Context: an optimization exercise on an open-source flow, tuned for small area. The choices shown serve that exercise and are no tape-out recipe.
Only simulation tests tie the RTL to the original design; equivalence was not proved.
No activity file was given, so power comes from the tool's default toggle rates.

===== config.mk =====
export PLATFORM = sky130hd
export DESIGN_NAME = mcc
export DESIGN_NICKNAME = mcc
export VERILOG_FILES = /design/flow/design.v
export SDC_FILE = /design/flow/constraint.sdc
export NUM_CORES = 4
export LEC_CHECK = 0
export CAP_MARGIN = 20
export CORE_MARGIN = 2
export CORE_UTILIZATION = 55
export PLACE_DENSITY = 0.7
export SLEW_MARGIN = 20
export SYNTH_HIERARCHICAL = 1
export SYNTH_MINIMUM_KEEP_SIZE = 0

===== flow/run.sh =====
#!/bin/bash
# Layout flow: the standard ORFS flow (standard.sh, unchanged synthesis),
# with two tool options changed:
#  - port buffers use the smallest buffer cell instead of the default choice;
#  - clock tree: larger sink clusters and no dummy loads.
# Every port still gets its buffer, and the clock tree is built by CTS as usual.
set -euo pipefail
export BUFFER_PORTS_ARGS="-buffer_cell sky130_fd_sc_hd__buf_1"
export CTS_ARGS="-sink_clustering_enable -repair_clock_nets -sink_clustering_size 25 -sink_clustering_max_diameter 80 -dont_use_dummy_load"
bash standard.sh > standard_flow.log 2>&1

===== design.v =====
module mcc (
    input  wire        clk,
    input  wire        rst_n,           
    input  wire [3:0]  cfg_slot,        
    input  wire        cmd_valid,
    output wire        cmd_ready,
    input  wire [7:0]  cmd,
    input  wire [7:0]  op_dir,
    input  wire [7:0]  op_mid,
    input  wire [7:0]  op_mt,
    input  wire [7:0]  op_midx,
    input  wire [8:0]  op_len,
    input  wire        op_delay_en,
    input  wire [15:0] op_delay,
    input  wire        op_bufsel,
    input  wire        op_level,
    input  wire [23:0] op_idexp,
    input  wire [8:0]  op_probelen,
    output reg         done,
    output reg  [7:0]  status,
    output wire [7:0]  res,
    output wire [1:0]  phase,
    output wire        ident_valid,
    output reg  [23:0] ident_id,
    output wire [2:0]  setup,
    output reg  [1:0]  reset_out,
    input  wire        txb_we,
    input  wire [5:0]  txb_addr,
    input  wire [7:0]  txb_wdata,
    input  wire        rb_sel,
    input  wire [5:0]  rb_addr,
    output wire [7:0]  rb_data,
    output wire        lnk_tx_valid,
    output wire [7:0]  lnk_tx_data,
    input  wire        lnk_rx_valid,
    input  wire [7:0]  lnk_rx_data,
    input  wire        lnk_err,
    output wire        rst_drive,
    output wire        rst_level,
    input  wire        rst_fail,
    output wire        rdy_sample,
    input  wire        rdy_in,
    input  wire        rdy_fail
);
    localparam FRAME_CAP = 64;
    localparam [7:0] C_CHK = 8'h01, C_WRH = 8'h02, C_VAL = 8'h03, C_ECHO = 8'h04;
    localparam [7:0] C_ESC = 8'h10, C_XCHG = 8'h11, C_WR = 8'h12, C_SRST = 8'h13;
    localparam [7:0] C_RRDY = 8'h14, C_XCHGE = 8'h15;
    localparam [7:0] C_RESET = 8'h20, C_BUILD = 8'h21, C_DEGRADE = 8'h22, C_ABANDON = 8'h23;
    localparam [7:0] R_OK = 8'h00, R_CHANNEL = 8'h01, R_RESETLINE = 8'h02, R_READYLINE = 8'h03;
    localparam [7:0] R_UNAVAIL = 8'h10, R_CKSUM = 8'h11, R_SERDE = 8'h12, R_IDMISMATCH = 8'h13;
    localparam [7:0] R_UNKNOWN = 8'h20, R_WRONGPHASE = 8'h21, R_SETUPFAILED = 8'h24;
    localparam [7:0] R_BADLEN = 8'h25, R_BADDIR = 8'h26, R_BADMT = 8'h27, R_NOTHING = 8'h29;
    localparam [2:0] S_IDLE = 3'd0, S_HDR = 3'd1, S_SCAN = 3'd2, S_GATE = 3'd3,
                     S_DELAY = 3'd4, S_XFER = 3'd5, S_RDRV = 3'd6, S_RWAIT = 3'd7;
    localparam [4:0] K_CHK = 5'b00001, K_WRH = 5'b00010, K_VAL = 5'b00011, K_ECHO = 5'b00100,
                     K_ESC = 5'b01000, K_XCHG = 5'b01001, K_WR = 5'b01010, K_SRST = 5'b01011,
                     K_RRDY = 5'b01100, K_XCHGE = 5'b01101, K_RESET = 5'b10000, K_BUILD = 5'b10001,
                     K_BCFG = 5'b10111;
    reg [7:0]  txbuf [0:FRAME_CAP-1];
    reg [7:0]  rxbuf [0:FRAME_CAP-1];
    reg [3:0]  slot;
    reg [2:0]  st;
    reg [4:0]  cls;           
    reg        sel;           
    reg        bound;
    reg [5:0]  idx;
    reg [5:0]  lm1;           
    reg [5:0]  blen;          
    reg [7:0]  acc;           
    reg [15:0] dcnt;
    reg        den;
    reg        rlvl;
    reg        f_ck, f_se;
    reg        dir2;
    reg [7:0]  b_mid, b_mt, b_midx;
    wire slot_bad = (slot == 4'd0) || (slot > 4'd8);
    assign setup       = {slot_bad, 1'b0, slot_bad};
    assign ident_valid = bound;
    wire len_ok   = (op_len >= 9'd7) && (op_len <= FRAME_CAP);
    wire plen_ok  = (op_probelen >= 9'd7) && (op_probelen <= FRAME_CAP);
    wire bplen_ok = (op_probelen >= 9'd10) && (op_probelen <= FRAME_CAP);
    wire dir_any  = (op_dir == 8'd1) || (op_dir == 8'd2);
    wire dir_to   = (op_dir == 8'd1);
    wire mt_ok    = (op_mt >= 8'd1) && (op_mt <= 8'd4);
    wire unid     = !bound;
    wire c_chkval = (cmd == C_CHK) || (cmd == C_VAL);
    wire c_wrh    = (cmd == C_WRH);
    wire c_free   = (cmd == C_ECHO) || (cmd == C_RRDY);
    wire c_esc    = (cmd == C_ESC);
    wire c_xfr    = (cmd == C_XCHG) || (cmd == C_WR) || (cmd == C_XCHGE);
    wire c_unid   = (cmd == C_SRST) || (cmd == C_RESET);
    wire c_build  = (cmd == C_BUILD);
    wire c_degr   = (cmd == C_DEGRADE);
    wire c_aband  = (cmd == C_ABANDON);
    wire known    = c_chkval || c_wrh || c_free || c_esc || c_xfr || c_unid || c_build || c_degr || c_aband;
    wire rf_phase = ((c_esc || c_unid || c_build) && bound) || ((c_xfr || c_degr) && !bound);
    wire rf_len   = ((c_chkval || c_wrh || c_xfr || c_build) && !len_ok) ||
                    (c_esc && !plen_ok) || (c_build && !bplen_ok);
    wire rf_dir   = (c_wrh && !dir_any) || ((c_xfr || c_build) && !dir_to);
    wire rf_mt    = (c_wrh || c_xfr || c_build) && !mt_ok;
    wire r_setup = slot_bad;
    wire r_unk   = !r_setup && !known;
    wire r_ab    = !r_setup && known && c_aband;
    wire r_ph    = !r_setup && known && rf_phase;
    wire r_len   = !r_setup && known && !rf_phase && rf_len;
    wire r_dir   = !r_setup && known && !rf_phase && !rf_len && rf_dir;
    wire r_mt    = !r_setup && known && !rf_phase && !rf_len && !rf_dir && rf_mt;
    wire refused = r_setup || r_unk || r_ab || r_ph || r_len || r_dir || r_mt;
    wire [7:0] refuse = {2'b00, refused, 1'b0, r_ab, r_setup || r_len || r_dir || r_mt,
                         r_dir || r_mt, r_ab || r_ph || r_len || r_mt};
    wire       idle = (st == S_IDLE);
    wire [5:0] ra   = idle ? rb_addr : idx;
    wire       rs   = idle ? rb_sel : sel;
    wire [7:0]   plo = 8'd1 << ra[2:0];
    wire [15:0]  phi = 16'd1 << {rs, ra[5:3]};
    wire [127:0] rsel;
    wire [7:0]   rd;
    genvar gk, gb;
    generate
        for (gk = 0; gk < 128; gk = gk + 1) begin : g_sel
            mcc_nor2 u_sel (.a(~plo[gk % 8]), .b(~phi[gk / 8]), .y(rsel[gk]));
        end
        for (gb = 0; gb < 8; gb = gb + 1) begin : g_rd
            wire [127:0] d;
            for (gk = 0; gk < 64; gk = gk + 1) begin : g_d
                assign d[gk]      = txbuf[gk][gb];
                assign d[64 + gk] = rxbuf[gk][gb];
            end
            mcc_rdbit u_rd (.d(d), .s(rsel), .y(rd[gb]));
        end
    endgenerate
    assign rb_data = rd;
    assign res     = acc;
    wire probe   = (cls == K_ESC) || (cls == K_BUILD);
    wire pr      = probe && !sel;             
    wire is_last = (idx == lm1);
    wire hi0     = (idx[5:4] == 2'b00);
    wire hdr  = (st == S_HDR);
    wire [8:0] at;                
    genvar gi;
    generate
        for (gi = 0; gi < 9; gi = gi + 1) begin : g_at
            assign at[gi] = hi0 && (idx[3:0] == gi) && !is_last;
        end
    endgenerate
    wire e_acc  = is_last && !pr;
    wire e_pck  = is_last && pr;
    wire e_slot = at[0] && !pr;
    wire e_lm1  = at[1];
    wire e_19   = (at[0] || at[2]) && pr;
    wire e_dir  = at[2] && !pr && hdr;
    wire e_2    = at[2] && !pr && !hdr;
    wire e_mid  = at[3] && !pr;
    wire e_mt   = at[4] && !pr;
    wire e_midx = at[5] && !pr;
    wire e_id0  = at[6] && !pr;
    wire e_id1  = at[7] && !pr;
    wire e_id2  = at[8] && !pr;
    wire [7:0] pck = {2'b00, lm1} + 8'd38;    
    wire [7:0] gen;
    mcc_aoi_or #(12) u_g0 (.y(gen[0]),
        .d({acc[0], pck[0], slot[0], lm1[0], e_19, !dir2, b_mid[0], b_mt[0], b_midx[0], ident_id[0], ident_id[8], ident_id[16]}),
        .s({e_acc,  e_pck,  e_slot,  e_lm1,  e_19, e_dir,  e_mid,    e_mt,    e_midx,    e_id0,       e_id1,       e_id2}));
    mcc_aoi_or #(13) u_g1 (.y(gen[1]),
        .d({acc[1], pck[1], slot[1], lm1[1], e_19, dir2,  e_2, b_mid[1], b_mt[1], b_midx[1], ident_id[1], ident_id[9], ident_id[17]}),
        .s({e_acc,  e_pck,  e_slot,  e_lm1,  e_19, e_dir, e_2, e_mid,    e_mt,    e_midx,    e_id0,       e_id1,       e_id2}));
    mcc_aoi_or #(10) u_g2 (.y(gen[2]),
        .d({acc[2], pck[2], slot[2], lm1[2], b_mid[2], b_mt[2], b_midx[2], ident_id[2], ident_id[10], ident_id[18]}),
        .s({e_acc,  e_pck,  e_slot,  e_lm1,  e_mid,    e_mt,    e_midx,    e_id0,       e_id1,        e_id2}));
    mcc_aoi_or #(10) u_g3 (.y(gen[3]),
        .d({acc[3], pck[3], slot[3], lm1[3], b_mid[3], b_mt[3], b_midx[3], ident_id[3], ident_id[11], ident_id[19]}),
        .s({e_acc,  e_pck,  e_slot,  e_lm1,  e_mid,    e_mt,    e_midx,    e_id0,       e_id1,        e_id2}));
    mcc_aoi_or #(10) u_g4 (.y(gen[4]),
        .d({acc[4], pck[4], lm1[4], e_19, b_mid[4], b_mt[4], b_midx[4], ident_id[4], ident_id[12], ident_id[20]}),
        .s({e_acc,  e_pck,  e_lm1,  e_19, e_mid,    e_mt,    e_midx,    e_id0,       e_id1,        e_id2}));
    mcc_aoi_or #(9) u_g5 (.y(gen[5]),
        .d({acc[5], pck[5], lm1[5], b_mid[5], b_mt[5], b_midx[5], ident_id[5], ident_id[13], ident_id[21]}),
        .s({e_acc,  e_pck,  e_lm1,  e_mid,    e_mt,    e_midx,    e_id0,       e_id1,        e_id2}));
    mcc_aoi_or #(8) u_g6 (.y(gen[6]),
        .d({acc[6], pck[6], b_mid[6], b_mt[6], b_midx[6], ident_id[6], ident_id[14], ident_id[22]}),
        .s({e_acc,  e_pck,  e_mid,    e_mt,    e_midx,    e_id0,       e_id1,        e_id2}));
    mcc_aoi_or #(8) u_g7 (.y(gen[7]),
        .d({acc[7], pck[7], b_mid[7], b_mt[7], b_midx[7], ident_id[7], ident_id[15], ident_id[23]}),
        .s({e_acc,  e_pck,  e_mid,    e_mt,    e_midx,    e_id0,       e_id1,        e_id2}));
    wire mism  = (rd != gen);
    wire at1   = at[1];
    wire at2   = at[2];
    wire at345 = at[3] || at[4] || at[5];
    wire at678 = at[6] || at[7] || at[8];
    assign cmd_ready    = idle;
    assign lnk_tx_valid = (st == S_XFER);
    assign lnk_tx_data  = !lnk_tx_valid ? 8'd0 : (pr ? gen : rd);
    assign rst_drive    = (st == S_RDRV);
    assign rst_level    = rlvl;
    assign rdy_sample   = (st == S_GATE);
    assign phase        = {bound, (cls == K_RESET) && (st == S_RDRV || st == S_RWAIT)};
    wire frame   = (cls == K_WRH || cls == K_XCHG || cls == K_WR || cls == K_XCHGE || cls == K_BCFG);
    wire tx_host = idle && txb_we && !cmd_valid;
    wire tx_hdr  = (st == S_HDR);
    wire tx_ck   = (st == S_SCAN) && is_last && !sel && frame;
    wire [5:0] wa = idle ? txb_addr : idx;
    wire [7:0] wd = idle ? txb_wdata : gen;
    always @(posedge clk) begin
        if (tx_host || tx_hdr || tx_ck)
            txbuf[wa] <= wd;
        if (st == S_XFER && lnk_rx_valid && !lnk_err)
            rxbuf[idx] <= lnk_rx_data;
    end
    wire is_pcmd = (cmd == C_ESC) || (cmd == C_BUILD);
    wire [5:0] len_src = idle ? ((cmd == C_ECHO) ? 6'd0 : (is_pcmd ? op_probelen[5:0] : op_len[5:0]))
                              : blen;
    wire [5:0] len_m1  = len_src - 6'd1;
    always @(posedge clk) begin
        if (!rst_n)
            slot <= cfg_slot;
        if (idle && cmd_valid) begin
            b_mid  <= op_mid;
            b_mt   <= op_mt;
            b_midx <= op_midx;
            dir2   <= op_dir[1];
            blen   <= op_len[5:0];
            dcnt   <= op_delay;
            den    <= op_delay_en;
            if (!bound)
                ident_id <= op_idexp;
        end else if (st == S_DELAY)
            dcnt <= dcnt - 16'd1;
    end
    wire acc_cmd   = idle && cmd_valid;
    wire scan_end  = (st == S_SCAN) && is_last;
    wire k_vchk    = (cls == K_XCHG) || (cls == K_XCHGE) || (cls == K_BCFG);   
    wire to_gate   = scan_end && !sel && (k_vchk || cls == K_WR);
    wire probe_chk = scan_end && sel && (cls == K_BUILD);
    wire probe_ok  = probe_chk && !mism && !f_se;
    wire validate  = scan_end && sel && k_vchk;
    wire gate_pass = (st == S_GATE) && !rdy_fail && (cls != K_RRDY) && rdy_in;
    wire xfer_byte = (st == S_XFER) && lnk_rx_valid;
    wire xfer_last = xfer_byte && !lnk_err && is_last;
    wire xfer_fin  = xfer_last && (cls == K_ESC || cls == K_WR);
    wire rst_wait_end = (st == S_RWAIT) && idx[5];
    wire fin = (acc_cmd && (refused || cmd == C_DEGRADE)) ||
               (scan_end && !to_gate && !probe_ok) ||
               ((st == S_GATE) && !gate_pass) ||
               (xfer_byte && lnk_err) || xfer_fin ||
               ((st == S_RDRV) && (rst_fail || cls == K_SRST)) ||
               (rst_wait_end && rlvl);
    wire e_chan  = (st == S_XFER) && lnk_err;
    wire e_rline = (st == S_RDRV) && rst_fail;
    wire e_ready = (st == S_GATE) && rdy_fail;
    wire e_unav  = (st == S_GATE) && !rdy_fail && (cls != K_RRDY) && !rdy_in;
    wire e_ck    = (probe_chk || validate) && (mism || (f_ck && !probe_chk));
    wire e_sd    = validate && !(f_ck || mism) && f_se;
    wire e_id    = probe_chk && !mism && f_se;
    wire [7:0] op_code = {3'b000, e_unav || e_ck || e_sd || e_id, 2'b00,
                          e_rline || e_ready || e_sd || e_id,
                          e_chan || e_ready || e_ck || e_id};
    always @(posedge clk) begin
        if (!rst_n) begin
            done   <= 1'b0;
            status <= R_OK;
        end else begin
            done <= fin;
            if (fin)
                status <= (st == S_IDLE) ? refuse : op_code;
        end
    end
    always @(posedge clk) begin
        if (!rst_n) begin
            st        <= S_IDLE;
            bound     <= 1'b0;
            reset_out <= 2'd0;
        end else begin
            if (fin)
                st <= S_IDLE;
            case (st)
                S_IDLE: begin
                    if (cmd_valid) begin
                        idx  <= 6'd0;
                        acc  <= 8'd0;
                        f_ck <= 1'b0;
                        f_se <= 1'b0;
                        sel  <= op_bufsel && (cmd == C_CHK || cmd == C_VAL || cmd == C_ECHO);
                        lm1  <= len_m1;
                        if (!refused) begin
                            cls <= {cmd[5:4], cmd[2:0]};
                            case (cmd)
                                C_CHK:   begin st <= S_SCAN; end
                                C_VAL:   begin st <= S_SCAN; end
                                C_ECHO:  begin st <= S_SCAN; end
                                C_WRH:   begin st <= S_HDR;  end
                                C_XCHG:  begin st <= S_HDR;  end
                                C_WR:    begin st <= S_HDR;  end
                                C_XCHGE: begin st <= S_HDR;  end
                                C_ESC:   begin st <= S_XFER; end
                                C_BUILD: begin st <= S_XFER; end
                                C_SRST:  begin rlvl <= op_level; st <= S_RDRV; end
                                C_RESET: begin rlvl <= 1'b0;     st <= S_RDRV; end
                                C_RRDY:  begin st <= S_GATE; end
                                default: bound <= 1'b0;    
                            endcase
                        end
                    end
                end
                S_HDR: begin
                    idx <= idx + 6'd1;
                    if (idx == 6'd5) begin
                        idx <= 6'd0;
                        st  <= S_SCAN;
                    end
                end
                S_SCAN: begin
                    if (!is_last) begin
                        acc <= acc + rd;
                        idx <= idx + 6'd1;
                        if (at1 && !probe && mism)
                            f_ck <= 1'b1;
                        if (((at2 && !probe) || (at345 && (cls == K_ECHO || cls == K_XCHGE)) ||
                             (at678 && probe)) && mism)
                            f_se <= 1'b1;
                    end else begin
                        if (cls == K_VAL)
                            acc <= {7'd0, !(f_ck || mism || f_se)};
                        if (cls == K_ECHO)
                            acc <= {7'd0, !f_se};
                        if (to_gate)
                            st <= S_GATE;
                        if (probe_ok) begin
                            cls <= K_BCFG;
                            sel <= 1'b0;
                            lm1 <= len_m1;
                            idx <= 6'd0;
                            acc <= 8'd0;
                            st  <= S_HDR;
                        end
                        if (validate && cls == K_BCFG && !(f_ck || mism || f_se))
                            bound <= 1'b1;
                    end
                end
                S_GATE: begin
                    if (cls == K_RRDY)
                        acc <= {7'd0, rdy_in};
                    if (gate_pass) begin
                        idx <= 6'd0;
                        st  <= den ? S_DELAY : S_XFER;
                    end
                end
                S_DELAY: begin
                    if (dcnt == 16'd0)
                        st <= S_XFER;
                end
                S_XFER: begin
                    if (lnk_rx_valid) begin
                        idx <= idx + 6'd1;
                        if (xfer_last) begin
                            idx  <= 6'd0;
                            acc  <= 8'd0;
                            f_ck <= 1'b0;
                            f_se <= 1'b0;
                            sel  <= 1'b1;
                            if (!xfer_fin)
                                st <= S_SCAN;
                        end
                    end
                end
                S_RDRV: begin
                    idx       <= 6'd0;
                    reset_out <= rst_fail ? 2'd0 : (rlvl ? 2'd2 : 2'd1);
                    if (!rst_fail && cls != K_SRST)
                        st <= S_RWAIT;
                end
                default: begin    
                    idx <= idx + 6'd1;
                    if (rst_wait_end && !rlvl) begin
                        rlvl <= 1'b1;
                        st   <= S_RDRV;
                    end
                end
            endcase
        end
    end
endmodule
module mcc_rdbit (
    input  wire [127:0] d,
    input  wire [127:0] s,
    output wire         y
);
    wire [41:0] g;
    genvar k;
    generate
        for (k = 0; k < 42; k = k + 1) begin : g_grp
            mcc_aoi222 u (.a(d[3*k]), .sa(s[3*k]), .b(d[3*k+1]), .sb(s[3*k+1]),
                          .c(d[3*k+2]), .sc(s[3*k+2]), .y(g[k]));
        end
    endgenerate
    wire [1:0] h;
    mcc_nand2 u_l0 (.a(d[126]), .b(s[126]), .y(h[0]));
    mcc_nand2 u_l1 (.a(d[127]), .b(s[127]), .y(h[1]));
    assign y = ~&{g, h};
endmodule
module mcc_aoi222 (input wire a, input wire sa, input wire b, input wire sb,
                   input wire c, input wire sc, output wire y);
    assign y = ~((a & sa) | (b & sb) | (c & sc));
endmodule
module mcc_aoi22 (input wire a, input wire sa, input wire b, input wire sb, output wire y);
    assign y = ~((a & sa) | (b & sb));
endmodule
module mcc_nand2 (input wire a, input wire b, output wire y);
    assign y = ~(a & b);
endmodule
module mcc_nor2 (input wire a, input wire b, output wire y);
    assign y = ~(a | b);
endmodule
module mcc_aoi_or #(parameter N = 3) (
    input  wire [N-1:0] d,
    input  wire [N-1:0] s,
    output wire         y
);
    localparam NG = N / 3;
    localparam R  = N % 3;
    localparam NT = NG + (R != 0 ? 1 : 0);
    wire [NT-1:0] g;
    genvar k;
    generate
        for (k = 0; k < NG; k = k + 1) begin : g_grp
            mcc_aoi222 u (.a(d[3*k]), .sa(s[3*k]), .b(d[3*k+1]), .sb(s[3*k+1]),
                          .c(d[3*k+2]), .sc(s[3*k+2]), .y(g[k]));
        end
        if (R == 2) begin : g_r2
            mcc_aoi22 u (.a(d[3*NG]), .sa(s[3*NG]), .b(d[3*NG+1]), .sb(s[3*NG+1]), .y(g[NG]));
        end
        if (R == 1) begin : g_r1
            assign g[NG] = ~(d[3*NG] & s[3*NG]);
        end
    endgenerate
    assign y = ~&g;
endmodule

===== constraint.sdc =====
create_clock -name core_clock -period 10.0 [get_ports {clk}]
set_input_delay 2.0000 -clock core_clock [delete_from_list [all_inputs] [get_ports {clk}]]
set_output_delay 2.0000 -clock core_clock [all_outputs]
set_load 0.01 [all_outputs]

===== standard.sh =====
#!/bin/bash
# synth_recipe.tcl (not shown) runs the flow's synth.tcl, then flattens the netlist and writes it again
# the make line also repeats each setting of config.mk as NAME=value (left out here)
make -C /OpenROAD-flow-scripts/flow DESIGN_CONFIG=/design/flow/config.mk WORK_HOME=/design/flow/orfs CLKGATE_MAP_FILE= SYNTH_SCRIPT=/design/flow/synth_recipe.tcl "${@:-finish}"

==> flow_summary.json, run 1 <==
{
  "status": "timing/DRC/antenna clean",
  "routed_wl_mm": 124,
  "clk_pin_slew_worst_paths_ps": 60,
  "netlist_top_cells_count": "1129 x edfxtp_1, 360 x a222oi_1, 335 x nor2_1",
  "cts_root_buf": "clkbuf_16",
  "endpoint_kind": "primary output",
  "hold_viol": 0,
  "clk_latency_ps": 660,
  "placed_area_sq_um": 46100,
  "grtUsageTotal_pct": 29.8,
  "period_share_pct": 90.4,
  "crit_type": "flip-flop to primary output",
  "relSlewSlack_pct": 27.3,
  "min_path_type": "flip-flop to flip-flop",
  "power_density_nw_per_um2": 170,
  "cp.required_ps": 8000,
  "r2r_cells": 20,
  "synth_most_common_cell": "edfxtp_1",
  "core_sq_um": 79000,
  "cp-start-kind": "flip-flop",
  "dieArea_sq_um": 82100,
  "io_buffers": 209,
  "maxSlewViolCount": 0,
  "fillCellCount": 5735,
  "max_freq_mhz": 111,
  "via_per_inst": 7.08,
  "netlist_area_sq_um": 43900,
  "utilization_pct": 60.1,
  "clockBufferDepth": 3,
  "postCtsSetupRepairBufs": 0,
  "cap_violations": 0,
  "cp_max_fo": 32,
  "rsz0062_at_grt": "false",
  "nets": 3061,
  "worst_clock_skew_ps": 74.6,
  "ctsHoldBuffers": 0,
  "antenna_left": 0,
  "whs_path_depth": 2,
  "hpwl_mm": 84.6,
  "first_global_vias": 26700,
  "min_period_ps": 9040,
  "drc": 0,
  "syn_area_per_cell_sq_um": 16.5,
  "synth_area_leaders": "edfxtp_1 77%, a222oi_1 8.2%, nor2_1 2.9%, nand2_1 1.6%, nand4_1 1.4%",
  "synth_cell_types": 82,
  "synthDominantCellAreaShare_pct": 77.2,
  "ioPinCount": 213,
  "die_w_um": 287,
  "tightest_slew_ps": 1080,
  "final_area_sq_um": 47500,
  "tns_ps": 0,
  "ys_seq_area_share_pct": 77.8,
  "grt_pass1_wl_mm": 179,
  "async_flop_share_pct": 0,
  "first_pass_iters": 15,
  "htree_num_levels": 2,
  "cts.repair.resized": 0,
  "antenna_found_initial": 12,
  "synth_edf_count": 1129,
  "ir_drop_uv": 136,
  "cts.sinks": 1142,
  "synth_top_flop_cell": "edfxtp_1",
  "cp.arrival_ps": 7040,
  "initial_core_util_pct": 55.6,
  "grt-ovfl-total": 0,
  "wl_per_cell_um": 31.5,
  "chipHeight_um": 287,
  "p_leak_nw": 14.4,
  "synth_top_cell_by_area": "edfxtp_1",
  "drive_above_1_share_pct": 4.55,
  "gp_congestion": 0.968,
  "grt_max_degree": 65,
  "vias": 28000,
  "tritoncts.num_buffers": 55,
  "synth_seq_cells": 1142,
  "synthCells": 2654,
  "drt_iter0_markers": 5764,
  "setup_viol": 0,
  "rows": 103,
  "cts_tree": "yes",
  "yosysWarningCount": 7,
  "areaGrowthSynthToFinish_pct": 8.11
}
==> cells in the final DEF (no fill, tap or decap), types with 26 or more instances in the layout <==
cell          n
edfxtp_1   1129
a222oi_1    360
nor2_1      334
buf_1       201
nand2_1     176
nand4_1      96
clkbuf_16    55
nand3_1      50
a21oi_1      37
o21ai_0      36
nor3_1       35
xnor2_1      31
buf_4        30
inv_1        28
nor4_1       26
==> metrics by stage <==
stage / cells / hold slack [ps] / worst slack, ps / power [W]
2_1_floorplan: 2657 / 482 / 4120 / 0.00560
3_3_place_gp: 3896 / 448 / 1770 / 0.00581
3_5_place_dp: 3896 / 465 / 1750 / 0.00582
4_1_cts: 3951 / 475 / 1150 / 0.00808
5_1_grt: 3953 / 496 / 824 / 0.00827
6_report: 3956 / 472 / 959 / 0.00807
==> report_power, final <==
part	switching (W)	internal, W
sequential	0.0000237	0.00529
combinational	0.000313	0.000100
clock	0.00137	0.000979
==> per-module statistics from Yosys, one instance, submodules excluded, excerpt <==
module	cell area, sq um	flip-flops and latches
mcc_rdbit	91.3	0
mcc_nor2	3.75	0
mcc_aoi22	12.5	0
mcc_aoi222	10.0	0
mcc	38900	1142
mcc_nand2	3.75	0
==> cell type report <==
type	instances	area [sq um]	area share (%)
inverters	31	116	0.245
repair buffers	240	1040	2.19
well taps	1050	1310	2.77
diodes	5	12.5	0.0264
clock buffers	55	1380	2.90
multi-input cells	1433	9440	19.9
flip-flops and latches	1142	34200	72.0
==> logic make-up after synthesis <==
family | Yosys count | synth area share, %
fa+ha+maj | 15 | 0.445
simple gates | 825 | 8.81
mux | 6 | 0.137
other cells | 1 | 0.00854
flops | 1142 | 77.8
buf+inv | 82 | 0.815
compound gates | 534 | 11.0
xor+xnor | 49 | 0.978
==> path summary, 6_finish.rpt <==
| path | from | endpoint | slack (ps) |
|---|---|---|---|
| worst max-delay path | st[2] | lnk_tx_data[2] | 960 |
| worst max register to register | st[2] | cls[3] | 1630 |
| worst min-delay path | status[3] | status[3] | 470 |
| worst min register to register | status[3] | status[3] | 470 |
==> registers in the layout, indices dropped and copies added (netlist names), 2 cells and up <==
signal / flops
idx: 6
ident_id: 24
b_mt: 8
lm1: 6
b_midx: 8
slot: 4
dcnt: 16
status: 6
st: 3
blen: 6
reset_out: 2
b_mid: 8
cls: 5
txbuf: 512
acc: 8
rxbuf: 512
==> layer usage <==
layer	global-route usage, %	vias up	wire length [um]	part of all wire, %
met3	5.58	279	14700	12
met4	11.3	14	5300	4.3
li1	-	11700	-	-
met5	0	-	95	0.076
met2	47.5	2117	58700	47
met1	41.4	13900	45700	37
==> worst max-delay path: stages, from the launching register on <==
cell and delay (ps):
dfxtp_1 650, inv_1 250, nand2_1 110, buf_4 360, inv_1 490, nor2b_1 300
a21oi_1 110, nand2_1 800, buf_4 320, nor2_1 160, a222oi_1 550, nand4_1 300
nor4_1 890, nand3_1 610, nand2_1 190, a21oi_1 80, buf_1 190
==> run 2, diff against run 1 <==
--- a/flow/run.sh
+++ b/flow/run.sh
@@ -6,5 +6,5 @@
 # Every port still gets its buffer, and the clock tree is built by CTS as usual.
 set -euo pipefail
 export BUFFER_PORTS_ARGS="-buffer_cell sky130_fd_sc_hd__buf_1"
-export CTS_ARGS="-sink_clustering_enable -repair_clock_nets -sink_clustering_size 25 -sink_clustering_max_diameter 80 -dont_use_dummy_load"
+export CTS_ARGS="-sink_clustering_enable -repair_clock_nets -sink_clustering_size 16 -sink_clustering_max_diameter 50 -dont_use_dummy_load -buf_list sky130_fd_sc_hd__clkbuf_8 -root_buf sky130_fd_sc_hd__clkbuf_16"
 bash standard.sh > standard_flow.log 2>&1
--- a/config.mk
+++ b/config.mk
@@ -7,8 +7,8 @@
 export LEC_CHECK = 0
 export CAP_MARGIN = 20
 export CORE_MARGIN = 2
-export CORE_UTILIZATION = 55
-export PLACE_DENSITY = 0.7
+export CORE_UTILIZATION = 62
+export PLACE_DENSITY = 0.75
 export SLEW_MARGIN = 20
 export SYNTH_HIERARCHICAL = 1
 export SYNTH_MINIMUM_KEEP_SIZE = 0
==> flow_summary.json, run 2 <==
{
  "netlist_area_sq_um": 43900,
  "ioPinCount": 213,
  "final_area_sq_um": 47400,
  "async_flop_share_pct": 0,
  "routed_wl_mm": 121,
  "synth_cell_types": 82,
  "period_share_pct": 89.2,
  "netlist_top_cells_count": "1129 x edfxtp_1, 360 x a222oi_1, 335 x nor2_1",
  "min_period_ps": 8920,
  "grt_pass1_wl_mm": 176,
  "rsz0062_at_grt": "false",
  "cts.sinks": 1142,
  "nets": 3106,
  "hpwl_mm": 80.0,
  "grt_max_degree": 65,
  "worst_clock_skew_ps": 96.7,
  "drt_iter0_markers": 6144,
  "cts.repair.resized": 0,
  "status": "timing/DRC/antenna clean",
  "crit_type": "flip-flop to primary output",
  "dpl_worst_slack_ps": 1930,
  "p_int_w": 0.00635,
  "slowest_delay_ps": 950,
  "synth_top_cell_by_area": "edfxtp_1",
  "synth_edf_count": 1129,
  "chipHeight_um": 270,
  "grt-ovfl-total": 0,
  "ys_seq_area_share_pct": 77.8,
  "cp.arrival_ps": 6920,
  "comb_power_share_pct": 5.1,
  "ctsHoldBuffers": 0,
  "drc": 0,
  "initial_core_util_pct": 62.7,
  "cp-start-kind": "flip-flop",
  "reg_top3": "rxbuf x512, txbuf x512, ident_id x24",
  "crit_start": "st[2]",
  "hold_viol": 0,
  "crit_cells": 15,
  "postCtsSetupRepairBufs": 0,
  "cts_root_buf": "clkbuf_16",
  "p_sw_share_pct": 21.6,
  "worstPathCellList": "inv_1, nand2_1, buf_4, inv_1, buf_4, a31o_2, nand2_1, nor2_1, a222oi_1, nand4_1, nor4_1, nand3_1, nand2_1, a21oi_1, buf_1",
  "grtUsageTotal_pct": 32.7,
  "placed_area_sq_um": 45900,
  "rows": 97,
  "first_global_vias": 27500,
  "yosysWarningCount": 7,
  "regToRegSetupSlack_ps": 1680,
  "first_pass_iters": 13,
  "clkPwrFrac_pct": 29.2,
  "wl_per_cell_um": 31.2,
  "antenna_left": 0,
  "min_path_type": "flip-flop to flip-flop",
  "endpoint_kind": "primary output",
  "syn_area_per_cell_sq_um": 16.5,
  "clk_pin_slew_worst_paths_ps": 90,
  "final_common_cell": "edfxtp_1",
  "io_buffers": 209,
  "htree_num_levels": 3,
  "vias": 28500,
  "synthCells": 2654,
  "r2r-start": "st[2]",
  "power.switching_w": 0.00175,
  "die_w_um": 270,
  "areaGrowthSynthToFinish_pct": 7.94,
  "max_freq_mhz": 112,
  "synth_seq_cells": 1142,
  "synth_most_common_cell": "edfxtp_1",
  "tns_ps": 0,
  "cp_max_fo": 35,
  "ir_drop_uv": 131,
  "tritoncts.num_buffers": 98,
  "dieArea_sq_um": 72900,
  "mostFrequentLayoutCells": "1129 x edfxtp_1, 360 x a222oi_1, 334 x nor2_1",
  "layoutNonFillerInstCount": 3891,
  "fin_ws_ps": 1080,
  "r2r_cells": 17,
  "synthDominantCellAreaShare_pct": 77.2,
  "total_power_w": 0.00809,
  "maxSlewViolCount": 0,
  "clk_latency_ps": 660,
  "tightest_slew_ps": 1140,
  "crit_buf_inv": 5,
  "core_sq_um": 70000,
  "cp_common_cell": "nand2_1",
  "critPathCapture": "lnk_tx_data[2]",
  "seqPwrFrac_pct": 65.6,
  "worst_path_max_delay_cell": "nor4_1",
  "crit_family": "simple AND/OR/NAND/NOR gates",
  "fillCellCount": 4699,
  "power_density_nw_per_um2": 171,
  "synth_area_leaders": "edfxtp_1 77%, a222oi_1 8.2%, nor2_1 2.9%, nand2_1 1.6%, nand4_1 1.4%",
  "setup_viol": 0,
  "clockBufferDepth": 3,
  "drive_above_1_share_pct": 6.04,
  "antenna_found_initial": 13,
  "p_leak_nw": 14.5,
  "via_per_inst": 7.33,
  "relSlewSlack_pct": 23.4,
  "synth_top_flop_cell": "edfxtp_1",
  "cap_violations": 0,
  "gp_congestion": 1.00,
  "placedCellCount": 3788,
  "cp.required_ps": 8000,
  "cts_tree": "yes",
  "rr_endpoint": "idx[1]"
}
-- run 2: cell counts after synthesis --
No cell type changed its count.
-- run 2: worst min-delay path, delay by kind of cell, from the launching register on --
family	cells	cell delay, ps
AND/OR/NAND/NOR	1	50
flip-flops	1	320
multiplexers	1	50
-- run 2: power by group through the flow --
stage / combinational [W] / clock [W] / sequential (W)
floorplan: 0.000188 / 0 / 0.00542
global placement: 0.000394 / 0 / 0.00542
detailed placement: 0.000403 / 0 / 0.00542
CTS: 0.000404 / 0.00237 / 0.00531
global route: 0.000436 / 0.00254 / 0.00532
finish: 0.000416 / 0.00237 / 0.00531
-- run 2: worst min-delay path by stage --
stage	from	end	slack, ps	cells past startpoint
6_report	status[2]	status[2]	480	2
5_1_grt	status[2]	status[2]	500	2
4_1_cts	status[2]	status[2]	480	2
3_5_place_dp	status[3]	status[3]	460	2
3_3_place_gp	status[3]	status[3]	450	2
2_1_floorplan	status[3]	status[3]	480	2
-- run 2: kinds of logic (layout without fill, tap and decap cells) --
family                     after synthesis  after routing  share of synthesized area (%)
AOI/OAI and AO/OA                      534            534                           11.0
xor gates and xnor gates                49             49                          0.978
adders and majority gates               15             15                          0.445
buffers and inverters                   82            371                          0.815
DFF                                   1142           1142                           77.8
muxes                                    6              6                          0.137
other                                    1              9                        0.00854
and+or+nand+nor                        825            825                           8.81
-- run 2: area by class of cell --
class	instances	area (sq um)	area share, %
flip-flops and latches	1142	34200	72.1
multi-input cells	1433	9420	19.9
clock buffers	98	1450	3.06
well taps	940	1180	2.48
repair buffers	242	1040	2.20
inverters	31	116	0.246
diodes	5	12.5	0.0264
-- run 2: per-module statistics from Yosys (local to each module, per instance), excerpt --
module | flip-flops and latches | times used
mcc_nor2 | 0 | 128
mcc_nand2 | 0 | 16
mcc_aoi222 | 0 | 360
mcc_rdbit | 0 | 8
mcc_aoi22 | 0 | 2
mcc | 1142 | 1
-- run 2: routing by layer --
layer,vias to the layer above,GRT usage [%],share of wire (%),wire (um)
li1,11800,-,-,-
met1,13800,44.2,35,42300
met2,2510,50.7,46,55700
met3,404,8.18,14,16700
met4,14,15.3,5.2,6360
met5,-,0,0.068,82
-- run 2: per-stage QoR --
stage / hold slack (ps) / utilization (%)
4_1_cts: 475 / 67.6
6_report: 476 / 67.7
3_5_place_dp: 459 / 65.6
2_1_floorplan: 482 / -
5_1_grt: 496 / 67.7
3_3_place_gp: 449 / 65.6
==> run 3, diff against run 2 <==
==> flow/run.sh (replaced) <==
#!/bin/bash
# Layout flow: the standard ORFS flow (standard.sh, unchanged synthesis),
# with two tool options changed:
#  - port buffers use the smallest buffer cell instead of the default choice;
#  - clock tree: larger sink clusters and no dummy loads.
# Every port still gets its buffer, and the clock tree is built by CTS as usual.
set -euo pipefail
export BUFFER_PORTS_ARGS="-buffer_cell sky130_fd_sc_hd__buf_1"
export CTS_ARGS="-sink_clustering_enable -repair_clock_nets -sink_clustering_size 28 -sink_clustering_max_diameter 70 -dont_use_dummy_load"
bash standard.sh > standard_flow.log 2>&1
==> flow_summary.json, run 3 <==
{
  "htree_num_levels": 2,
  "min_path_type": "flip-flop to flip-flop",
  "via_per_inst": 7.37,
  "final_common_cell": "edfxtp_1",
  "drive_above_1_share_pct": 4.52,
  "async_flop_share_pct": 0,
  "grt_pass1_wl_mm": 175,
  "crit_type": "flip-flop to primary output",
  "cp.arrival_ps": 6940,
  "antenna_found_initial": 13,
  "hpwl_mm": 80.0,
  "setup_viol": 0,
  "min_period_ps": 8940,
  "cap_violations": 0,
  "chipHeight_um": 270,
  "ctsHoldBuffers": 0,
  "ioPinCount": 213,
  "rsz0062_at_grt": "false",
  "synth_most_common_cell": "edfxtp_1",
  "r2r-start": "st[2]",
  "worstPathCellList": "inv_1, nand2_1, buf_4, inv_1, buf_4, a31o_2, nand2_1, buf_4, nor2_1, a222oi_1, nand4_1, nor4_1, nand3_1, nand2_1, a21oi_1, buf_1",
  "first_pass_iters": 15,
  "synthCells": 2654,
  "synth_top_flop_cell": "edfxtp_1",
  "relSlewSlack_pct": 22.8,
  "worst_path_max_delay_cell": "nor4_1",
  "vias": 28300,
  "max_freq_mhz": 112,
  "antenna_left": 0,
  "synthDominantCellAreaShare_pct": 77.2,
  "areaGrowthSynthToFinish_pct": 7.53,
  "cts.repair.resized": 0,
  "multi_input_area_sq_um": 9420,
  "p_leak_nw": 14.4,
  "clockBufferDepth": 3,
  "endpoint_kind": "primary output",
  "total_power_w": 0.00797,
  "hold_ws_ps": 475,
  "status": "timing/DRC/antenna clean",
  "wl_per_cell_um": 31.2,
  "regToRegSetupSlack_ps": 1710,
  "core_sq_um": 70000,
  "power_density_nw_per_um2": 169,
  "reg_top3": "rxbuf x512, txbuf x512, ident_id x24",
  "slowest_delay_ps": 930,
  "crit_start": "st[2]",
  "grt_max_degree": 65,
  "synth_edf_count": 1129,
  "postCtsSetupRepairBufs": 0,
  "tns_ps": 0,
  "cp.required_ps": 8000,
  "netlist_area_sq_um": 43900,
  "yosysWarningCount": 7,
  "routed_wl_mm": 120,
  "drt_iter0_markers": 5697,
  "ir_drop_uv": 187,
  "mostFrequentLayoutCells": "1129 x edfxtp_1, 360 x a222oi_1, 334 x nor2_1",
  "regArea_sq_um": 34200,
  "first_global_vias": 27100,
  "period_share_pct": 89.4,
  "hold_viol": 0,
  "cts_root_buf": "clkbuf_16",
  "critPathCapture": "lnk_tx_data[7]",
  "gp_congestion": 1.00,
  "clk_latency_ps": 660,
  "maxSlewViolCount": 0,
  "tightest_slew_ps": 1160,
  "initial_core_util_pct": 62.7,
  "cp-start-kind": "flip-flop",
  "grtUsageTotal_pct": 32.3,
  "rr_endpoint": "idx[5]",
  "worst_clock_skew_ps": 73.5,
  "cts_tree": "yes",
  "rows": 97,
  "synth_top_cell_by_area": "edfxtp_1",
  "fillCellCount": 4725,
  "io_buffers": 209,
  "cts.sinks": 1142,
  "tritoncts.num_buffers": 51,
  "synth_area_leaders": "edfxtp_1 77%, a222oi_1 8.2%, nor2_1 2.9%, nand2_1 1.6%, nand4_1 1.4%",
  "dieArea_sq_um": 72900,
  "synth_cell_types": 82,
  "cp_max_fo": 35,
  "drc": 0,
  "r2r_cells": 18,
  "syn_area_per_cell_sq_um": 16.5,
  "ys_seq_area_share_pct": 77.8,
  "die_w_um": 270,
  "netlist_top_cells_count": "1129 x edfxtp_1, 360 x a222oi_1, 335 x nor2_1",
  "grt-ovfl-total": 0,
  "clk_pin_slew_worst_paths_ps": 70,
  "synth_seq_cells": 1142,
  "nets": 3059
}
## run 3: cells by family after synthesis
| logic type | count (synthesis) | synth area share (%) |
|---|---|---|
| multiplexers | 6 | 0.137 |
| adder cells (fa/ha/maj) | 15 | 0.445 |
| XOR/XNOR | 49 | 0.978 |
| buffers and inverters | 82 | 0.815 |
| flip-flops | 1142 | 77.8 |
| other | 1 | 0.00854 |
| AND/OR/NAND/NOR | 825 | 8.81 |
| AO/OA/AOI/OAI | 534 | 11.0 |
## run 3: report_power, final
group,internal [W],total (W),leakage [nW],switching (W)
clock network,0.000912,0.00224,0.628,0.00133
registers,0.00529,0.00531,10.3,0.0000235
logic,0.000101,0.000415,3.44,0.000315
## run 3: modules after synthesis (local to each module, per instance), a selection
module,area [sq um],flops+latches,times used,cells
mcc_nor2,3.75,0,128,1
mcc_aoi222,10.0,0,360,1
mcc_nand2,3.75,0,16,1
mcc_rdbit,91.3,0,8,15
mcc,38900,1142,1,2016
mcc_aoi22,12.5,0,2,1
## run 3: critical path, delay by kind of cell (launching register included)
kind | cells | cell delay, ps
buffers and inverters | 6 | 1780
AO/OA/AOI/OAI | 3 | 830
AND/OR/NAND/NOR | 7 | 3020
flip-flops | 1 | 660
## run 3: worst min-delay path by stage
stage	start	to	slack [ps]	cells after the start
2_1_floorplan	status[3]	status[3]	480	2
3_3_place_gp	status[3]	status[3]	450	2
3_5_place_dp	status[3]	status[3]	460	2
4_1_cts	status[2]	status[2]	470	2
5_1_grt	status[2]	status[2]	490	2
6_report	status[3]	status[3]	470	2
## run 3: through the flow
step,setup slack (ps),std cells,util (%),area (sq um)
3_3_place_gp,1740,3788,65.6,45900
3_5_place_dp,1930,3788,65.6,45900
4_1_cts,1390,3839,67.4,47200
6_report,1060,3842,67.4,47200
5_1_grt,875,3840,67.4,47200
2_1_floorplan,4120,2657,-,43900
## run 3: area by class of cell
type / count / share of cell area (%)
Inverter: 31 / 0.247
Antenna cell: 3 / 0.0159
Tap cell: 940 / 2.49
Multi-Input combinational cell: 1433 / 20.0
Clock buffer: 51 / 2.70
Sequential cell: 1142 / 72.4
Timing Repair Buffer: 242 / 2.21
## run 3: metal layers
layer	global-route usage (%)	wire, um	up-vias
met5	0	153	-
met4	14.7	6540	20
met3	8.12	16600	373
met2	50.5	55200	2472
met1	43.4	41200	13800
li1	-	-	11700
==> run 4, diff against run 3 <==
--- a/design.v
+++ b/design.v
@@ -205,7 +205,7 @@
         if (tx_host || tx_hdr || tx_ck)
             txbuf[wa] <= wd;
         if (st == S_XFER && lnk_rx_valid && !lnk_err)
-            rxbuf[idx] <= lnk_rx_data;
+            rxbuf[wa] <= lnk_rx_data;
     end
     wire is_pcmd = (cmd == C_ESC) || (cmd == C_BUILD);
     wire [5:0] len_src = idle ? ((cmd == C_ECHO) ? 6'd0 : (is_pcmd ? op_probelen[5:0] : op_len[5:0]))
==> flow_summary.json, run 4 <==
{
  "fillCellCount": 4772,
  "cts.sinks": 1142,
  "ctsHoldBuffers": 0,
  "comb_power_share_pct": 4.9,
  "synthDominantCellAreaShare_pct": 77.5,
  "hpwl_mm": 78.5,
  "synth_top_flop_cell": "edfxtp_1",
  "tightest_slew_ps": 1260,
  "layoutNonFillerInstCount": 3829,
  "synth_cell_types": 85,
  "p_leak_nw": 14.4,
  "clk_pin_slew_worst_paths_ps": 70,
  "crit_type": "flip-flop to primary output",
  "via_per_inst": 7.28,
  "htree_num_levels": 2,
  "whs_path_depth": 2,
  "cp.required_ps": 8000,
  "worst_clock_skew_ps": 61.3,
  "drive_above_1_share_pct": 5.10,
  "wl_per_cell_um": 31.5,
  "final_common_cell": "edfxtp_1",
  "clkPwrFrac_pct": 28.7,
  "tritoncts.num_buffers": 53,
  "power_density_nw_per_um2": 169,
  "synth_most_common_cell": "edfxtp_1",
  "postCtsSetupRepairBufs": 0,
  "hp-start": "reset_out[1]",
  "grtUsageTotal_pct": 32.5,
  "cp.arrival_ps": 6620,
  "period_share_pct": 86.2,
  "synth_edf_count": 1129,
  "synthCells": 2631,
  "mostFrequentLayoutCells": "1129 x edfxtp_1, 361 x nor2_1, 361 x a222oi_1",
  "tns_ps": 0,
  "power.switching_w": 0.00166,
  "cp-start-kind": "flip-flop",
  "hold_ws_ps": 460,
  "clk_latency_ps": 650,
  "yosysWarningCount": 7,
  "cap_violations": 0,
  "grt-ovfl-total": 0,
  "min_path_type": "flip-flop to flip-flop",
  "netlist_top_cells_count": "1129 x edfxtp_1, 362 x nor2_1, 361 x a222oi_1",
  "core_sq_um": 69900,
  "ys_seq_area_share_pct": 78.1,
  "clockBufferDepth": 3,
  "hold_path_end": "reset_out[1]",
  "async_flop_share_pct": 0,
  "first_global_vias": 26200,
  "netlist_area_sq_um": 43800,
  "areaGrowthSynthToFinish_pct": 7.86,
  "first_pass_iters": 12,
  "status": "timing/DRC/antenna clean",
  "io_buffers": 209,
  "antenna_left": 0,
  "regArea_sq_um": 34200,
  "nets": 3041,
  "drt_iter0_markers": 6352,
  "regToRegSetupSlack_ps": 1990,
  "synth_seq_cells": 1142,
  "rows": 97,
  "r2r_cells": 18,
  "placedCellCount": 3767,
  "reg_top3": "rxbuf x512, txbuf x512, ident_id x24",
  "relSlewSlack_pct": 16.0,
  "syn_area_per_cell_sq_um": 16.6,
  "grt_pass1_wl_mm": 174,
  "multi_input_area_sq_um": 9330,
  "rr_endpoint": "cls[3]",
  "max_freq_mhz": 116,
  "min_period_ps": 8620,
  "cp_max_fo": 27,
  "cts.repair.resized": 0,
  "maxSlewViolCount": 0,
  "setup_viol": 0,
  "rsz0062_at_grt": "false",
  "seqPwrFrac_pct": 66.4,
  "cts_tree": "yes",
  "ioPinCount": 213,
  "antenna_found_initial": 9,
  "gp_congestion": 0.973,
  "drc": 0,
  "synth_top_cell_by_area": "edfxtp_1",
  "cts_root_buf": "clkbuf_16",
  "endpoint_kind": "primary output",
  "ir_drop_uv": 193,
  "synth_area_leaders": "edfxtp_1 77%, a222oi_1 8.3%, nor2_1 3.1%, nand4_1 1.4%, nand2_1 1.4%",
  "dieArea_sq_um": 72700,
  "routed_wl_mm": 120,
  "initial_core_util_pct": 62.6,
  "vias": 27900,
  "hold_viol": 0,
  "die_w_um": 270,
  "chipHeight_um": 270,
  "grt_max_degree": 65,
  "p_sw_share_pct": 20.8,
  "p_int_w": 0.00633,
  "r2r-start": "st[1]"
}
==> run 4: changes by cell type in the layout (fill, tap and decap cells not counted), sizes merged, moves of 7 or more <==
cell | before | now
a21oi | 38 | 47
and3 | 15 | 7
buf | 234 | 241
inv | 30 | 22
mux2i | 6 | 21
nand2 | 185 | 160
nand3 | 50 | 36
nor2 | 335 | 363
xnor2 | 31 | 20
xor2 | 18 | 27
==> run 4: logic make-up (layout without fill, tap and decap cells) <==
group,after synthesis,in the layout,synth area share [%]
compound gates,517,517,10.6
simple gates,807,807,8.58
buf+inv,79,326,0.812
other cells,1,12,0.00857
mux,23,23,0.532
fa+ha+maj,15,15,0.446
flops,1142,1142,78.1
xor+xnor,47,47,0.941
==> run 4: Yosys stat by module, one instance, submodules excluded, a selection <==
| module | times used | area [sq um] | cells | flops+latches |
|---|---|---|---|---|
| mcc | 1 | 38800 | 1993 | 1142 |
| mcc_aoi222 | 360 | 10.0 | 1 | 0 |
| mcc_aoi22 | 2 | 12.5 | 1 | 0 |
| mcc_nand2 | 16 | 3.75 | 1 | 0 |
| mcc_rdbit | 8 | 91.3 | 15 | 0 |
| mcc_nor2 | 128 | 3.75 | 1 | 0 |
==> run 4: area by class of cell <==
type	instances	area share (%)
flip-flops and latches	1142	72.4
multi-input cells	1413	19.8
diodes	8	0.0424
repair buffers	249	2.33
clock buffers	53	2.81
inverters	24	0.191
well taps	940	2.49
==> run 4: power groups by stage <==
stage / sequential [W] / clock (W) / combinational, W
global placement: 0.00542 / 0 / 0.000369
finish: 0.00531 / 0.00229 / 0.000391
detailed placement: 0.00542 / 0 / 0.000379
global route: 0.00531 / 0.00244 / 0.000411
CTS: 0.00531 / 0.00229 / 0.000380
floorplan: 0.00541 / 0 / 0.000177
==> run 4: metal layers <==
layer / part of all wire (%) / GRT usage [%] / vias to the layer above / routed length, um
li1: - / - / 11600 / -
met1: 36 / 46.1 / 13700 / 43100
met2: 47 / 50.7 / 2243 / 56400
met3: 13 / 6.29 / 301 / 15500
met4: 4.5 / 12.8 / 4 / 5410
met5: 0.023 / 0 / - / 28
==> run 4: worst max path at each step <==
stage	startpoint	to	depth (start not counted)
after floorplan	rb_addr[1]	idx[0]	13
after global routing	st[1]	lnk_tx_data[7]	14
after detailed placement	rb_addr[1]	lm1[1]	15
final	st[1]	lnk_tx_data[6]	15
after CTS	rb_addr[1]	lnk_tx_data[5]	11
after global placement	rb_addr[1]	lm1[0]	15
==> run 4: worst max-delay path: stages (launching register included) <==
cell and delay (ps):
dfxtp_1 770, inv_1 300, nand2_1 190, inv_1 190, buf_4 320, nand3_1 120
o21ai_0 310, nand2_1 620, nor2_1 300, a222oi_1 590, nand4_1 290, nor4_1 1030
nand3_1 410, mux2i_1 240, nor2_1 100, buf_1 180
==> run 4: metrics by stage <==
step                      worst slack, ps  util [%]  power (W)  instance area [sq um]
after detailed placement             1510      65.5    0.00580                  45800
after floorplan                      2890         -    0.00559                  43800
after global routing                 1350      67.5    0.00817                  47200
final                                1380      67.5    0.00799                  47200
after CTS                            1670      67.4    0.00798                  47100
after global placement               1550      65.5    0.00578                  45800
==> run 5, diff against run 4 <==
--- a/flow/run.sh
+++ b/flow/run.sh
@@ -6,5 +6,5 @@
 # Every port still gets its buffer, and the clock tree is built by CTS as usual.
 set -euo pipefail
 export BUFFER_PORTS_ARGS="-buffer_cell sky130_fd_sc_hd__buf_1"
-export CTS_ARGS="-sink_clustering_enable -repair_clock_nets -sink_clustering_size 28 -sink_clustering_max_diameter 70 -dont_use_dummy_load"
+export CTS_ARGS="-sink_clustering_enable -repair_clock_nets -sink_clustering_size 40 -sink_clustering_max_diameter 60 -dont_use_dummy_load"
 bash standard.sh > standard_flow.log 2>&1
==> flow_summary.json, run 5 <==
{
  "clk_pin_slew_worst_paths_ps": 60,
  "final_common_cell": "edfxtp_1",
  "grt_max_degree": 65,
  "areaGrowthSynthToFinish_pct": 8.55,
  "cp.required_ps": 8000,
  "hpwl_mm": 78.5,
  "cp-start-kind": "flip-flop",
  "r2r-start": "st[1]",
  "htree_num_levels": 3,
  "ctsHoldBuffers": 0,
  "netlist_top_cells_count": "1129 x edfxtp_1, 362 x nor2_1, 361 x a222oi_1",
  "regToRegSetupSlack_ps": 2020,
  "ys_seq_area_share_pct": 78.1,
  "netlist_area_sq_um": 43800,
  "relSlewSlack_pct": 8.71,
  "r2r_cells": 19,
  "synthDominantCellAreaShare_pct": 77.5,
  "tns_ps": 0,
  "cts_root_buf": "clkbuf_16",
  "dieArea_sq_um": 72700,
  "cp_max_fo": 18,
  "postCtsSetupRepairBufs": 0,
  "cp.arrival_ps": 6600,
  "cap_violations": 0,
  "nets": 3053,
  "core_sq_um": 69900,
  "ir_drop_uv": 149,
  "mostFrequentLayoutCells": "1129 x edfxtp_1, 361 x nor2_1, 361 x a222oi_1",
  "grtUsageTotal_pct": 32.8,
  "synthCells": 2631,
  "hold_viol": 0,
  "layoutNonFillerInstCount": 3839,
  "critPathCapture": "lnk_tx_data[0]",
  "rsz0062_at_grt": "false",
  "clk_latency_ps": 640,
  "synth_most_common_cell": "edfxtp_1",
  "drt_iter0_markers": 6761,
  "drc": 0,
  "status": "timing/DRC/antenna clean",
  "synth_seq_cells": 1142,
  "max_freq_mhz": 116,
  "period_share_pct": 86.0,
  "drive_above_1_share_pct": 5.50,
  "yosysWarningCount": 7,
  "async_flop_share_pct": 0,
  "routed_wl_mm": 121,
  "synth_cell_types": 85,
  "grt-ovfl-total": 0,
  "tritoncts.num_buffers": 66,
  "grt_pass1_wl_mm": 175,
  "antenna_left": 0,
  "rows": 97,
  "min_period_ps": 8600,
  "io_buffers": 209,
  "synth_area_leaders": "edfxtp_1 77%, a222oi_1 8.3%, nor2_1 3.1%, nand4_1 1.4%, nand2_1 1.4%",
  "min_path_type": "flip-flop to flip-flop",
  "rr_endpoint": "cls[2]",
  "wl_per_cell_um": 31.5,
  "placedCellCount": 3767,
  "crit_type": "flip-flop to primary output",
  "cts_tree": "yes",
  "power_density_nw_per_um2": 174,
  "setup_viol": 0,
  "reg_top3": "rxbuf x512, txbuf x512, ident_id x24",
  "gp_congestion": 0.973,
  "first_pass_iters": 17,
  "p_leak_nw": 14.6,
  "cts.repair.resized": 0,
  "endpoint_kind": "primary output",
  "initial_core_util_pct": 62.6,
  "fillCellCount": 4695,
  "cts.sinks": 1142,
  "tightest_slew_ps": 1370,
  "antenna_found_initial": 8,
  "chipHeight_um": 270,
  "hold_ws_ps": 460,
  "first_global_vias": 26300,
  "synth_edf_count": 1129,
  "vias": 28200,
  "via_per_inst": 7.34,
  "ioPinCount": 213,
  "synth_top_cell_by_area": "edfxtp_1",
  "clockBufferDepth": 3,
  "syn_area_per_cell_sq_um": 16.6,
  "synth_top_flop_cell": "edfxtp_1",
  "maxSlewViolCount": 0,
  "crit_start": "st[1]",
  "worst_clock_skew_ps": 65.6,
  "die_w_um": 270
}
## run 5: where the power goes
group / leakage, nW / internal [W] / switching [W]
clock: 0.813 / 0.00118 / 0.00139
combinational: 3.42 / 0.0000968 / 0.000295
sequential: 10.3 / 0.00529 / 0.0000229
## run 5: final cells by class
class | count | area (sq um) | share of cell area (%)
well taps | 940 | 1180 | 2.48
repair buffers | 248 | 1090 | 2.29
clock buffers | 66 | 1650 | 3.48
flip-flops and latches | 1142 | 34200 | 71.9
diodes | 6 | 15.0 | 0.0316
multi-input cells | 1413 | 9330 | 19.6
inverters | 24 | 90.1 | 0.190
## run 5: Yosys stat by module, one instance, submodules excluded, a selection
module,flip-flops and latches,cells inside
mcc,1142,1993
mcc_rdbit,0,15
mcc_nor2,0,1
mcc_nand2,0,1
mcc_aoi222,0,1
mcc_aoi22,0,1
## run 5: worst min-delay path by stage
stage,from,end,slack (ps),depth (start not counted)
finish,reset_out[1],reset_out[1],460,2
global route,reset_out[1],reset_out[1],500,2
CTS,reset_out[1],reset_out[1],460,2
detailed placement,reset_out[1],reset_out[1],450,2
global placement,reset_out[1],reset_out[1],440,2
floorplan,reset_out[1],reset_out[1],480,2
## run 5: logic make-up (layout without fill, tap and decap cells)
family	Yosys count	after routing	synth area share, %
xor+xnor	47	47	0.941
other cells	1	10	0.00857
compound gates	517	517	10.6
simple gates	807	807	8.58
buf+inv	79	338	0.812
fa+ha+maj	15	15	0.446
flops	1142	1142	78.1
mux	23	23	0.532
## run 5: per-stage QoR
step	setup slack (ps)	power [W]	utilization (%)	area (sq um)
CTS	1680	0.00827	67.9	47500
floorplan	2890	0.00559	-	43800
global placement	1550	0.00578	65.5	45800
detailed placement	1510	0.00580	65.5	45800
global route	1430	0.00845	68.0	47500
finish	1400	0.00827	68.0	47500
## run 5: worst max-delay path, cell delays in order, from the launching register on
cell	delay (ps)
dfxtp_1	810
inv_1	300
nand2_1	200
inv_1	190
and3_1	290
o21ai_2	1050
nor2_1	450
a222oi_1	640
nand4_1	310
nor4_1	890
nand3_1	370
mux2i_1	230
nor2_1	90
buf_1	170
## run 5: metal layers
metal / share of wire (%) / GRT usage [%] / vias to the layer above
met5: 0.021 / 0 / -
met4: 4.5 / 12.4 / 4
met3: 13 / 6.06 / 342
met2: 47 / 51.2 / 2389
met1: 35 / 46.7 / 13800
li1: - / - / 11700

## static timing again, ports no longer ideal
In the flow no input, the clock included, has a driving cell. The finished layouts below were timed again as built, in two steps. Step 1, drivers: a clkbuf_16 drives clk and a buf_2 each remaining input, both assumed. Step 2 adds t to the input delays and takes it off the output delays; t is the mean of the earliest and latest rising clock arrival at the registers after step 1. Input paths then give back, and output paths get back, about the clock's delay inside the block. a / b / c = ideal ports / drivers / drivers and shift; a / b = the first two.
| run | t (ns) | setup slack, ns | latest minus earliest clock arrival (ns) |
|---|---|---|---|
| run 1 | 0.695 | 0.959 / 0.889 / 1.495 | 0.075 / 0.076 |
| run 2 | 0.678 | 1.075 / 1.005 / 1.640 | 0.097 / 0.097 |
| run 3 | 0.692 | 1.063 / 0.995 / 1.639 | 0.079 / 0.079 |
| run 4 | 0.688 | 1.381 / 1.316 / 1.504 | 0.068 / 0.068 |
| run 5 | 0.666 | 1.400 / 1.335 / 1.388 | 0.074 / 0.074 |
After both steps setup and hold are still met in every run listed. For run 5, which loses most, drivers alone change the setup slack by -0.065 ns; drivers and shift together by -0.012 ns.
